This is an optimization exercise on Yosys and OpenROAD, whose aim is small area, not a production implementation. RTL that was checked went through simulation tests only; none was proved equivalent to the original.

==> indigo <==
==> flow/design.v <==
module ssd_decoder (
    input             clk,
    input             rst,
    input      [63:0] cfg_min1,
    input      [63:0] cfg_max1,
    input      [63:0] cfg_min0,
    input      [63:0] cfg_max0,
    input      [63:0] cfg_mingap,
    input      [63:0] cfg_maxgap,
    input      [63:0] cfg_maxbit,
    input       [4:0] cfg_preamble_bits,
    input             cfg_cksum_formula,
    input       [2:0] cfg_program_bytes,
    input       [2:0] cfg_unknown_bytes,
    input      [63:0] cfg_start,
    input             edge_valid,
    input             edge_end,
    input      [63:0] edge_pos,
    output            edge_ready,
    output reg        frame_valid,
    output     [63:0] frame_start,
    output     [63:0] frame_end,
    output      [3:0] frame_type,
    output      [3:0] frame_flags,
    output     [31:0] frame_data1,
    output     [31:0] frame_data2,
    output            halted,
    output      [1:0] hcause
);
    localparam [3:0] S_HUNT      = 4'h0,
                     S_PREAMBLE  = 4'h1,
                     S_PSTART    = 4'h2,
                     S_CMD       = 4'h3,
                     S_DSTART    = 4'h4,
                     S_DATA      = 4'h5,
                     S_DSTART_CK = 4'h6,
                     S_CKSUM     = 4'h7,
                     S_PEND      = 4'h8,
                     S_GAPSKIP   = 4'h9,
                     S_CFG       = 4'hC,    
                     S_BAD       = 4'hD,    
                     S_EXH       = 4'hE,    
                     S_FLT       = 4'hF;    
    localparam [2:0] F_PREAMBLE = 3'd0, F_PSBIT = 3'd1, F_COMMAND = 3'd2, F_DSBIT = 3'd3,
                     F_CAR_DATA = 3'd4, F_CHECKSUM = 3'd5, F_PEBIT = 3'd6, F_ERROR = 3'd7;
    localparam [1:0] M_UNKNOWN = 2'd0, M_PROGRAM = 2'd1, M_RACE = 2'd2;
    reg  [3:0] st;
    reg        step;       
    reg  [2:0] k;          
    reg        half;       
    reg [63:0] cur;        
    reg [63:0] a;          
    reg [63:0] u;          
    reg [31:0] pcnt;
    reg  [7:0] shreg;
    reg  [2:0] bidx;
    reg  [1:0] mode;
    reg  [2:0] ci;         
    reg  [7:0] cks;        
    reg        sone1, szero1, fault1;    
    reg  [2:0] ftype;
    reg b_len, z_len, b_span;
    reg b_min1, b_max1, b_min0, b_max0, b_ming, b_maxg, b_maxb;
    wire is_bit   = (st >= S_PSTART) && (st <= S_CKSUM);
    wire running  = !st[3] || (st == S_PEND) || (st == S_GAPSKIP);
    wire in_cfg   = (st == S_CFG);
    wire [7:0] d_edge  = edge_pos[8*k +: 8];
    wire [7:0] d_cur   = cur[8*k +: 8];
    wire [7:0] d_a     = a[8*k +: 8];
    wire [7:0] d_min1  = cfg_min1[8*k +: 8];
    wire [7:0] d_max1  = cfg_max1[8*k +: 8];
    wire [7:0] d_min0  = cfg_min0[8*k +: 8];
    wire [7:0] d_max0  = cfg_max0[8*k +: 8];
    wire [7:0] d_ming  = cfg_mingap[8*k +: 8];
    wire [7:0] d_maxg  = cfg_maxgap[8*k +: 8];
    wire [7:0] d_maxb  = cfg_maxbit[8*k +: 8];
    wire first = (k == 3'd0);
    wire [7:0] d_x = in_cfg ? (half ? d_min1 : d_min0) : d_edge;
    wire [7:0] d_y = in_cfg ? 8'd0 : (half ? d_a : d_cur);
    wire [8:0] len_s  = {1'b0, d_x} - {1'b0, d_y} - {8'd0, b_len & !first};
    wire [7:0] d_len  = len_s[7:0];
    wire [8:0] span_s = {1'b0, d_edge} - {1'b0, d_cur} - {8'd0, b_span & !first};
    wire [7:0] d_span = span_s[7:0];
    wire [8:0] c_min1 = {1'b0, d_len}  - {1'b0, d_min1} - {8'd0, b_min1 & !first};
    wire [8:0] c_max1 = {1'b0, d_max1} - {1'b0, d_len}  - {8'd0, b_max1 & !first};
    wire [8:0] c_min0 = {1'b0, d_len}  - {1'b0, d_min0} - {8'd0, b_min0 & !first};
    wire [8:0] c_max0 = {1'b0, d_max0} - {1'b0, d_len}  - {8'd0, b_max0 & !first};
    wire [8:0] c_ming = {1'b0, d_len}  - {1'b0, d_ming} - {8'd0, b_ming & !first};
    wire [8:0] c_maxg = {1'b0, d_maxg} - {1'b0, d_len}  - {8'd0, b_maxg & !first};
    wire [8:0] c_maxb = {1'b0, d_maxb} - {1'b0, d_span} - {8'd0, b_maxb & !first};
    wire       z_next = (first | z_len) & (d_len == 8'd0);
    wire fault   = b_len | z_len;             
    wire in_one  = !b_min1 && !b_max1;
    wire in_zero = !b_min0 && !b_max0;
    wire in_gap  = !b_ming && !b_maxg;
    wire span_ok = !b_maxb;
    wire c_err   = !in_one && !in_zero;       
    wire bit_berr = (!sone1 && !szero1) || c_err || !span_ok;
    wire bit_ferr = !bit_berr && (sone1 != in_one);
    wire bit_val  = sone1;
    wire [7:0] shifted = {shreg[6:0], bit_val};
    reg [2:0] expected;
    always @* begin
        case (mode)
            M_RACE:    expected = 3'd6;
            M_PROGRAM: expected = cfg_program_bytes;
            default:   expected = cfg_unknown_bytes;
        endcase
    end
    wire [1:0] new_mode = (shifted == 8'h02) ? M_RACE : (shifted == 8'h01) ? M_PROGRAM : M_UNKNOWN;
    wire cfg_small_ok = (cfg_preamble_bits >= 5'd8) && (cfg_preamble_bits <= 5'd22) &&
                        ((cfg_program_bytes == 3'd4) || (cfg_program_bytes == 3'd6)) &&
                        (cfg_unknown_bytes >= 3'd1) && (cfg_unknown_bytes <= 3'd6);
    wire pcnt_max = &pcnt;
    wire do_step = running && step && edge_valid && !edge_end;
    wire do_pass = (running && !step && edge_valid && !edge_end) || in_cfg;
    reg        take;       
    reg        ld_cur, ld_a, ld_u, ld_flags;
    reg        emit;
    reg  [2:0] e_type;
    reg        err;
    reg  [2:0] e_kind;
    reg  [3:0] st_n;
    reg        half_n;
    reg [31:0] pcnt_n;
    reg  [7:0] shreg_n, cks_n;
    reg  [2:0] bidx_n, ci_n;
    reg  [1:0] mode_n;
    always @* begin
        take    = 1'b0;
        ld_cur  = 1'b0;
        ld_a    = 1'b0;
        ld_u    = 1'b0;
        emit    = 1'b0;
        e_type  = F_ERROR;
        err     = 1'b0;
        e_kind  = 3'd0;
        st_n    = st;
        half_n  = half;
        pcnt_n  = pcnt;
        shreg_n = shreg;
        cks_n   = cks;
        bidx_n  = bidx;
        ci_n    = ci;
        mode_n  = mode;
        if (frame_valid && ftype == F_PEBIT && st == S_HUNT)
            pcnt_n = 32'd1;
        if (running && edge_valid && edge_end) begin
            st_n = S_EXH;
        end else if (do_step) begin
            if (is_bit && !half) begin
                take   = 1'b1;
                ld_a   = 1'b1;
                ld_u   = (st == S_PSTART) || (st == S_DSTART) || (st == S_DSTART_CK) || (bidx == 3'd0);
                half_n = 1'b1;
                pcnt_n = 32'd0;
            end else if (fault || (is_bit && fault1)) begin
                st_n = S_FLT;
            end else begin
                case (st)
                    S_HUNT: begin
                        take   = 1'b1;
                        ld_cur = 1'b1;
                        ld_a   = 1'b1;
                        if (in_one) begin
                            ld_u   = (pcnt[5:0] == 6'd0);
                            pcnt_n = pcnt + 32'd1;
                            if (pcnt[5:0] == {cfg_preamble_bits - 5'd1, 1'b1})
                                st_n = S_PREAMBLE;
                        end else begin
                            pcnt_n = 32'd0;
                        end
                    end
                    S_PREAMBLE: begin
                        if (in_one) begin
                            take   = 1'b1;
                            ld_cur = 1'b1;
                            ld_a   = 1'b1;
                            if (!pcnt_max)
                                pcnt_n = pcnt + 32'd1;
                        end else if (in_zero) begin
                            emit   = 1'b1;
                            e_type = F_PREAMBLE;
                            st_n   = S_PSTART;
                        end else begin
                            ld_a   = 1'b1;
                            err    = 1'b1;
                            e_kind = in_gap ? 3'd2 : 3'd1;
                        end
                    end
                    S_PSTART, S_DSTART, S_DSTART_CK: begin
                        take   = 1'b1;
                        ld_cur = 1'b1;
                        ld_a   = 1'b1;
                        half_n = 1'b0;
                        if (bit_berr) begin
                            err = 1'b1; e_kind = 3'd4;
                        end else if (bit_ferr) begin
                            err = 1'b1; e_kind = 3'd5;
                        end else if (bit_val) begin
                            err = 1'b1; e_kind = 3'd6;
                        end else begin
                            emit   = 1'b1;
                            e_type = (st == S_PSTART) ? F_PSBIT : F_DSBIT;
                            bidx_n = 3'd0;
                            case (st)
                                S_PSTART: begin
                                    cks_n = {8{cfg_cksum_formula}};
                                    st_n  = S_CMD;
                                end
                                S_DSTART: st_n = S_DATA;
                                default:  st_n = S_CKSUM;
                            endcase
                        end
                    end
                    S_CMD, S_DATA, S_CKSUM: begin
                        take   = 1'b1;
                        ld_cur = 1'b1;
                        ld_a   = 1'b1;
                        half_n = 1'b0;
                        if (bit_berr) begin
                            err = 1'b1; e_kind = 3'd4;
                        end else if (bit_ferr) begin
                            err = 1'b1; e_kind = 3'd5;
                        end else begin
                            shreg_n = shifted;
                            bidx_n  = bidx + 3'd1;
                            if (bidx == 3'd7) begin
                                emit = 1'b1;
                                case (st)
                                    S_CMD: begin
                                        mode_n = new_mode;
                                        ci_n   = 3'd0;
                                        if (cfg_cksum_formula)
                                            cks_n = cks ^ shifted;
                                        e_type = F_COMMAND;
                                        st_n   = S_DSTART;
                                    end
                                    S_DATA: begin
                                        cks_n  = cks ^ shifted;
                                        ci_n   = ci + 3'd1;
                                        e_type = F_CAR_DATA;
                                        st_n   = (ci + 3'd1 == expected) ? S_DSTART_CK : S_DSTART;
                                    end
                                    default: begin
                                        e_type = F_CHECKSUM;
                                        st_n   = S_PEND;
                                    end
                                endcase
                            end
                        end
                    end
                    S_PEND: begin
                        ld_a = 1'b1;
                        ld_u = 1'b1;
                        if (in_one) begin
                            emit   = 1'b1;
                            e_type = F_PEBIT;
                            take   = 1'b1;
                            ld_cur = 1'b1;
                            pcnt_n = 32'd0;    
                            st_n   = S_HUNT;
                        end else if (in_zero) begin
                            err = 1'b1; e_kind = 3'd3;
                        end else if (in_gap) begin
                            emit   = 1'b1;
                            e_type = F_PEBIT;
                            pcnt_n = 32'd0;
                            st_n   = S_GAPSKIP;
                        end else begin
                            err = 1'b1; e_kind = 3'd1;
                        end
                    end
                    default: begin    
                        if (in_gap && !in_one && !in_zero) begin
                            take   = 1'b1;
                            ld_cur = 1'b1;
                            ld_a   = 1'b1;
                        end else begin
                            pcnt_n = 32'd0;
                            st_n   = S_HUNT;
                        end
                    end
                endcase
                if (err) begin
                    emit   = 1'b1;
                    e_type = F_ERROR;
                    ci_n   = e_kind;
                    cks_n  = {4'd0, st};
                    pcnt_n = 32'd0;
                    half_n = 1'b0;
                    st_n   = S_HUNT;
                end
            end
        end else if (in_cfg && k == 3'd7) begin
            if (!half) begin
                if (c_max1[8] && !c_max0[8]) half_n = 1'b1;
                else                         st_n   = S_BAD;
            end else begin
                half_n = 1'b0;
                if (!c_max1[8] && !z_next && cfg_small_ok) st_n = S_HUNT;
                else                                         st_n = S_BAD;
            end
        end
    end
    assign edge_ready = take;
    always @(posedge clk) begin
        if (rst) begin
            st          <= S_CFG;
            step        <= 1'b0;
            k           <= 3'd0;
            half        <= 1'b0;
            cur         <= cfg_start;
            pcnt        <= 32'd0;
            frame_valid <= 1'b0;
        end else begin
            st          <= st_n;
            half        <= half_n;
            pcnt        <= pcnt_n;
            frame_valid <= emit;
            if (do_pass) begin
                k    <= k + 3'd1;
                step <= (k == 3'd7) && !in_cfg;
            end else if (take) begin
                step <= 1'b0;
            end
            if (ld_cur)
                cur <= edge_pos;
        end
    end
    always @(posedge clk) begin
        shreg <= shreg_n;
        cks   <= cks_n;
        bidx  <= bidx_n;
        ci    <= ci_n;
        mode  <= mode_n;
        if (emit)
            ftype <= e_type;
        if (ld_a)
            a <= edge_pos;
        if (ld_u)
            u <= cur;
        if (do_step && is_bit && !half) begin
            sone1  <= in_one;
            szero1 <= in_zero && !in_one;
            fault1 <= fault;
        end
        if (do_pass) begin
            b_len  <= len_s[8];
            z_len  <= z_next;
            b_span <= span_s[8];
            b_min1 <= c_min1[8];
            b_max1 <= c_max1[8];
            b_min0 <= c_min0[8];
            b_max0 <= c_max0[8];
            b_ming <= c_ming[8];
            b_maxg <= c_maxg[8];
            b_maxb <= c_maxb[8];
        end
    end
    wire t_pre  = (ftype == F_PREAMBLE);
    wire t_cmd  = (ftype == F_COMMAND);
    wire t_car  = (ftype == F_CAR_DATA);
    wire t_ck   = (ftype == F_CHECKSUM);
    wire t_err  = (ftype == F_ERROR);
    wire t_byte = t_cmd || t_car || t_ck;
    assign frame_start = u;
    assign frame_end   = a;
    assign frame_type  = {1'b0, ftype};
    assign frame_data1 = {1'b0, pcnt[31:1]} |
                         (t_byte ? {24'd0, shreg} : 32'd0) |
                         (t_err  ? {29'd0, ci}    : 32'd0);
    assign frame_data2 = pcnt |
                         (t_cmd  ? {30'd0, mode}  : 32'd0) |
                         (t_car  ? {29'd0, ci}    : 32'd0) |
                         ((t_ck || t_err) ? {24'd0, cks} : 32'd0);
    assign frame_flags = t_ck  ? ((shreg != cks) ? 4'b1000 : 4'b0000) :
                         t_err ? ((ci == 3'd1 || ci == 3'd4) ? 4'b0001 :
                                  (ci == 3'd5)               ? 4'b0010 : 4'b0100) :
                         4'b0000;
    assign halted = (st == S_EXH) || (st == S_FLT);
    assign hcause = {1'b1, st[0]};
endmodule
==> flow/run.sh <==
#!/bin/bash
# synth_recipe.tcl (not shown) runs the flow's synth.tcl, then flattens the netlist and writes it again
# the make line also repeats each setting of config.mk as NAME=value (left out here)
make -C /OpenROAD-flow-scripts/flow DESIGN_CONFIG=/design/flow/config.mk WORK_HOME=/design/flow/orfs CLKGATE_MAP_FILE= SYNTH_SCRIPT=/design/flow/synth_recipe.tcl finish
==> flow/config.mk <==
export PLATFORM = sky130hd
export DESIGN_NAME = ssd_decoder
export DESIGN_NICKNAME = ssd_decoder
export VERILOG_FILES = /design/flow/design.v
export SDC_FILE = /design/flow/constraint.sdc
export NUM_CORES = 4
export LEC_CHECK = 0
export CAP_MARGIN = 20
export CORE_MARGIN = 2
export CORE_UTILIZATION = 40
export SLEW_MARGIN = 20
==> flow/constraint.sdc <==
create_clock -name core_clock -period 20.0 [get_ports {clk}]
set_input_delay 4.0000 -clock core_clock [delete_from_list [all_inputs] [get_ports {clk}]]
set_output_delay 4.0000 -clock core_clock [all_outputs]
set_load 0.01 [all_outputs]
==> inputs of fjord, as changes to indigo <==
--- a/flow/design.v
+++ b/flow/design.v
@@ -66,12 +66,21 @@
     wire in_cfg   = (st == S_CFG);
-    wire [7:0] d_edge  = edge_pos[8*k +: 8];
-    wire [7:0] d_cur   = cur[8*k +: 8];
-    wire [7:0] d_a     = a[8*k +: 8];
-    wire [7:0] d_min1  = cfg_min1[8*k +: 8];
-    wire [7:0] d_max1  = cfg_max1[8*k +: 8];
-    wire [7:0] d_min0  = cfg_min0[8*k +: 8];
-    wire [7:0] d_max0  = cfg_max0[8*k +: 8];
-    wire [7:0] d_ming  = cfg_mingap[8*k +: 8];
-    wire [7:0] d_maxg  = cfg_maxgap[8*k +: 8];
-    wire [7:0] d_maxb  = cfg_maxbit[8*k +: 8];
+    wire [7:0] ksel = 8'd1 << k;    
+    function [7:0] dig(input [63:0] v, input [7:0] sel);
+        integer i;
+        begin
+            dig = 8'd0;
+            for (i = 0; i < 8; i = i + 1)
+                dig = dig | (v[8*i +: 8] & {8{sel[i]}});
+        end
+    endfunction
+    wire [7:0] d_edge  = dig(edge_pos, ksel);
+    wire [7:0] d_cur   = dig(cur, ksel);
+    wire [7:0] d_a     = dig(a, ksel);
+    wire [7:0] d_min1  = dig(cfg_min1, ksel);
+    wire [7:0] d_max1  = dig(cfg_max1, ksel);
+    wire [7:0] d_min0  = dig(cfg_min0, ksel);
+    wire [7:0] d_max0  = dig(cfg_max0, ksel);
+    wire [7:0] d_ming  = dig(cfg_mingap, ksel);
+    wire [7:0] d_maxg  = dig(cfg_maxgap, ksel);
+    wire [7:0] d_maxb  = dig(cfg_maxbit, ksel);
     wire first = (k == 3'd0);
@@ -79,13 +88,35 @@
     wire [7:0] d_y = in_cfg ? 8'd0 : (half ? d_a : d_cur);
-    wire [8:0] len_s  = {1'b0, d_x} - {1'b0, d_y} - {8'd0, b_len & !first};
+    function bout(input [7:0] x, input [7:0] y, input bin);
+        integer i;
+        reg b;
+        begin
+            b = bin;
+            for (i = 0; i < 8; i = i + 1)
+                b = (~x[i] & y[i]) | (~(x[i] ^ y[i]) & b);
+            bout = b;
+        end
+    endfunction
+    function [8:0] dsub(input [7:0] x, input [7:0] y, input bin);
+        integer i;
+        reg b;
+        begin
+            b = bin;
+            for (i = 0; i < 8; i = i + 1) begin
+                dsub[i] = x[i] ^ y[i] ^ b;
+                b = (~x[i] & y[i]) | (~(x[i] ^ y[i]) & b);
+            end
+            dsub[8] = b;
+        end
+    endfunction
+    wire [8:0] len_s  = dsub(d_x, d_y, b_len & !first);
     wire [7:0] d_len  = len_s[7:0];
-    wire [8:0] span_s = {1'b0, d_edge} - {1'b0, d_cur} - {8'd0, b_span & !first};
+    wire [8:0] span_s = dsub(d_edge, d_cur, b_span & !first);
     wire [7:0] d_span = span_s[7:0];
-    wire [8:0] c_min1 = {1'b0, d_len}  - {1'b0, d_min1} - {8'd0, b_min1 & !first};
-    wire [8:0] c_max1 = {1'b0, d_max1} - {1'b0, d_len}  - {8'd0, b_max1 & !first};
-    wire [8:0] c_min0 = {1'b0, d_len}  - {1'b0, d_min0} - {8'd0, b_min0 & !first};
-    wire [8:0] c_max0 = {1'b0, d_max0} - {1'b0, d_len}  - {8'd0, b_max0 & !first};
-    wire [8:0] c_ming = {1'b0, d_len}  - {1'b0, d_ming} - {8'd0, b_ming & !first};
-    wire [8:0] c_maxg = {1'b0, d_maxg} - {1'b0, d_len}  - {8'd0, b_maxg & !first};
-    wire [8:0] c_maxb = {1'b0, d_maxb} - {1'b0, d_span} - {8'd0, b_maxb & !first};
+    wire c_min1 = bout(d_len,  d_min1, b_min1 & !first);
+    wire c_max1 = bout(d_max1, d_len,  b_max1 & !first);
+    wire c_min0 = bout(d_len,  d_min0, b_min0 & !first);
+    wire c_max0 = bout(d_max0, d_len,  b_max0 & !first);
+    wire c_ming = bout(d_len,  d_ming, b_ming & !first);
+    wire c_maxg = bout(d_maxg, d_len,  b_maxg & !first);
+    wire c_maxb = bout(d_maxb, d_span, b_maxb & !first);
     wire       z_next = (first | z_len) & (d_len == 8'd0);
@@ -114,2 +145,3 @@
     wire pcnt_max = &pcnt;
+    wire [31:0] pcnt_inc = pcnt + {31'd0, !pcnt_max};    
     wire do_step = running && step && edge_valid && !edge_end;
@@ -166,3 +198,3 @@
                             ld_u   = (pcnt[5:0] == 6'd0);
-                            pcnt_n = pcnt + 32'd1;
+                            pcnt_n = pcnt_inc;
                             if (pcnt[5:0] == {cfg_preamble_bits - 5'd1, 1'b1})
@@ -178,4 +210,3 @@
                             ld_a   = 1'b1;
-                            if (!pcnt_max)
-                                pcnt_n = pcnt + 32'd1;
+                            pcnt_n = pcnt_inc;
                         end else if (in_zero) begin
@@ -296,3 +327,3 @@
             if (!half) begin
-                if (c_max1[8] && !c_max0[8]) half_n = 1'b1;
+                if (c_max1 && !c_max0) half_n = 1'b1;
                 else                         st_n   = S_BAD;
@@ -300,3 +331,3 @@
                 half_n = 1'b0;
-                if (!c_max1[8] && !z_next && cfg_small_ok) st_n = S_HUNT;
+                if (!c_max1 && !z_next && cfg_small_ok) st_n = S_HUNT;
                 else                                         st_n = S_BAD;
@@ -351,9 +382,9 @@
             b_span <= span_s[8];
-            b_min1 <= c_min1[8];
-            b_max1 <= c_max1[8];
-            b_min0 <= c_min0[8];
-            b_max0 <= c_max0[8];
-            b_ming <= c_ming[8];
-            b_maxg <= c_maxg[8];
-            b_maxb <= c_maxb[8];
+            b_min1 <= c_min1;
+            b_max1 <= c_max1;
+            b_min0 <= c_min0;
+            b_max0 <= c_max0;
+            b_ming <= c_ming;
+            b_maxg <= c_maxg;
+            b_maxb <= c_maxb;
         end
==> flow/flow/run.sh (new file) <==
#!/bin/bash
set -e
export BUFFER_PORTS_ARGS="-buffer_cell sky130_fd_sc_hd__buf_1"
bash standard.sh > standard.log 2>&1
==> flow/standard.sh (new file) <==
#!/bin/bash
# synth_recipe.tcl (not shown) runs the flow's synth.tcl, then flattens the netlist and writes it again
# the make line also repeats each setting of config.mk as NAME=value (left out here)
make -C /OpenROAD-flow-scripts/flow DESIGN_CONFIG=/design/flow/config.mk WORK_HOME=/design/flow/orfs CLKGATE_MAP_FILE= SYNTH_SCRIPT=/design/flow/synth_recipe.tcl "${@:-finish}"
removed: flow/run.sh
==> qor summary <==
item                                                                                                       indigo                      fjord
Horizontal die dimension                                                                                   229 um                     215 um
Number of warnings issued by yosys                                                                              1                          1
Ys flop type                                                                            sky130_fd_sc_hd__edfxtp_1  sky130_fd_sc_hd__edfxtp_1
Floorplan row count                                                                                            82                         77
Synthesized instance count                                                                                   1693                       1645
Compound-gate portion of the synthesized area                                                              0.0998                      0.239
Number of synthesized flops with an enable pin                                                                232                        232
Run status                                                                       no timing/DRC/antenna violations     stopped before the end
Last stage reached                                                                                              -              3_2_place_iop
Height of the die                                                                                          229 um                     215 um
Post-Synth XOR/XNOR Area                                                                                   0.0242                     0.0148
Post-synthesis share of cell area spent on full adders, half adders and majority gates                     0.0809                     0.0693
Proportion of synthesized flip-flops having asynchronous set or reset                                           0                          0
Initial Utilization                                                                                         0.404                      0.404
Portion of the post-synthesis area used by sequential elements                                              0.387                      0.439
Mapped Area                                                                                           0.0202 mm^2                0.0178 mm^2
Mux cell area share after synthesis                                                                         0.258                     0.0680
Cell with the most instances after synthesis                                            sky130_fd_sc_hd__edfxtp_1  sky130_fd_sc_hd__edfxtp_1
Area fraction of the dominant cell type after synthesis                                                     0.345                      0.391
Simple logic cell fraction of the synthesized area                                                         0.0891                      0.107
Average cell area after synthesis                                                                       11.9 um^2                  10.8 um^2
Cell type contributing the most total cell area after synthesis                         sky130_fd_sc_hd__edfxtp_1  sky130_fd_sc_hd__edfxtp_1
Flops & latches, synth                                                                                        274                        274
Number of distinct library cell variants in the gate-level netlist after synthesis                             83                         93
For fjord, only the layout was checked, not whether the RTL still works.

==> re-timing with driven ports <==
The flow's constraints put no driver on any port. The routed layout listed below was extracted and timed again, unchanged, in two steps. Step 1 assumes that a clkbuf_16 drives the clock port and a buf_2 every other input. Step 2 moves the port delays by t, midway between the first and last clock arrival at a register: inputs arrive t later, outputs are due t later. That takes back most of the time a late clock gives input paths. Three values: ideal, step 1, step 2; two values: the first two.
run: indigo
t, ns: 0.649
setup slack, ns: 9.457 / 9.413 / 9.413
pins driven straight from the clock port: 1
After both steps indigo still meets setup and hold. The setup slack of indigo moves by -0.044 ns with the drivers and by -0.044 ns with both steps.
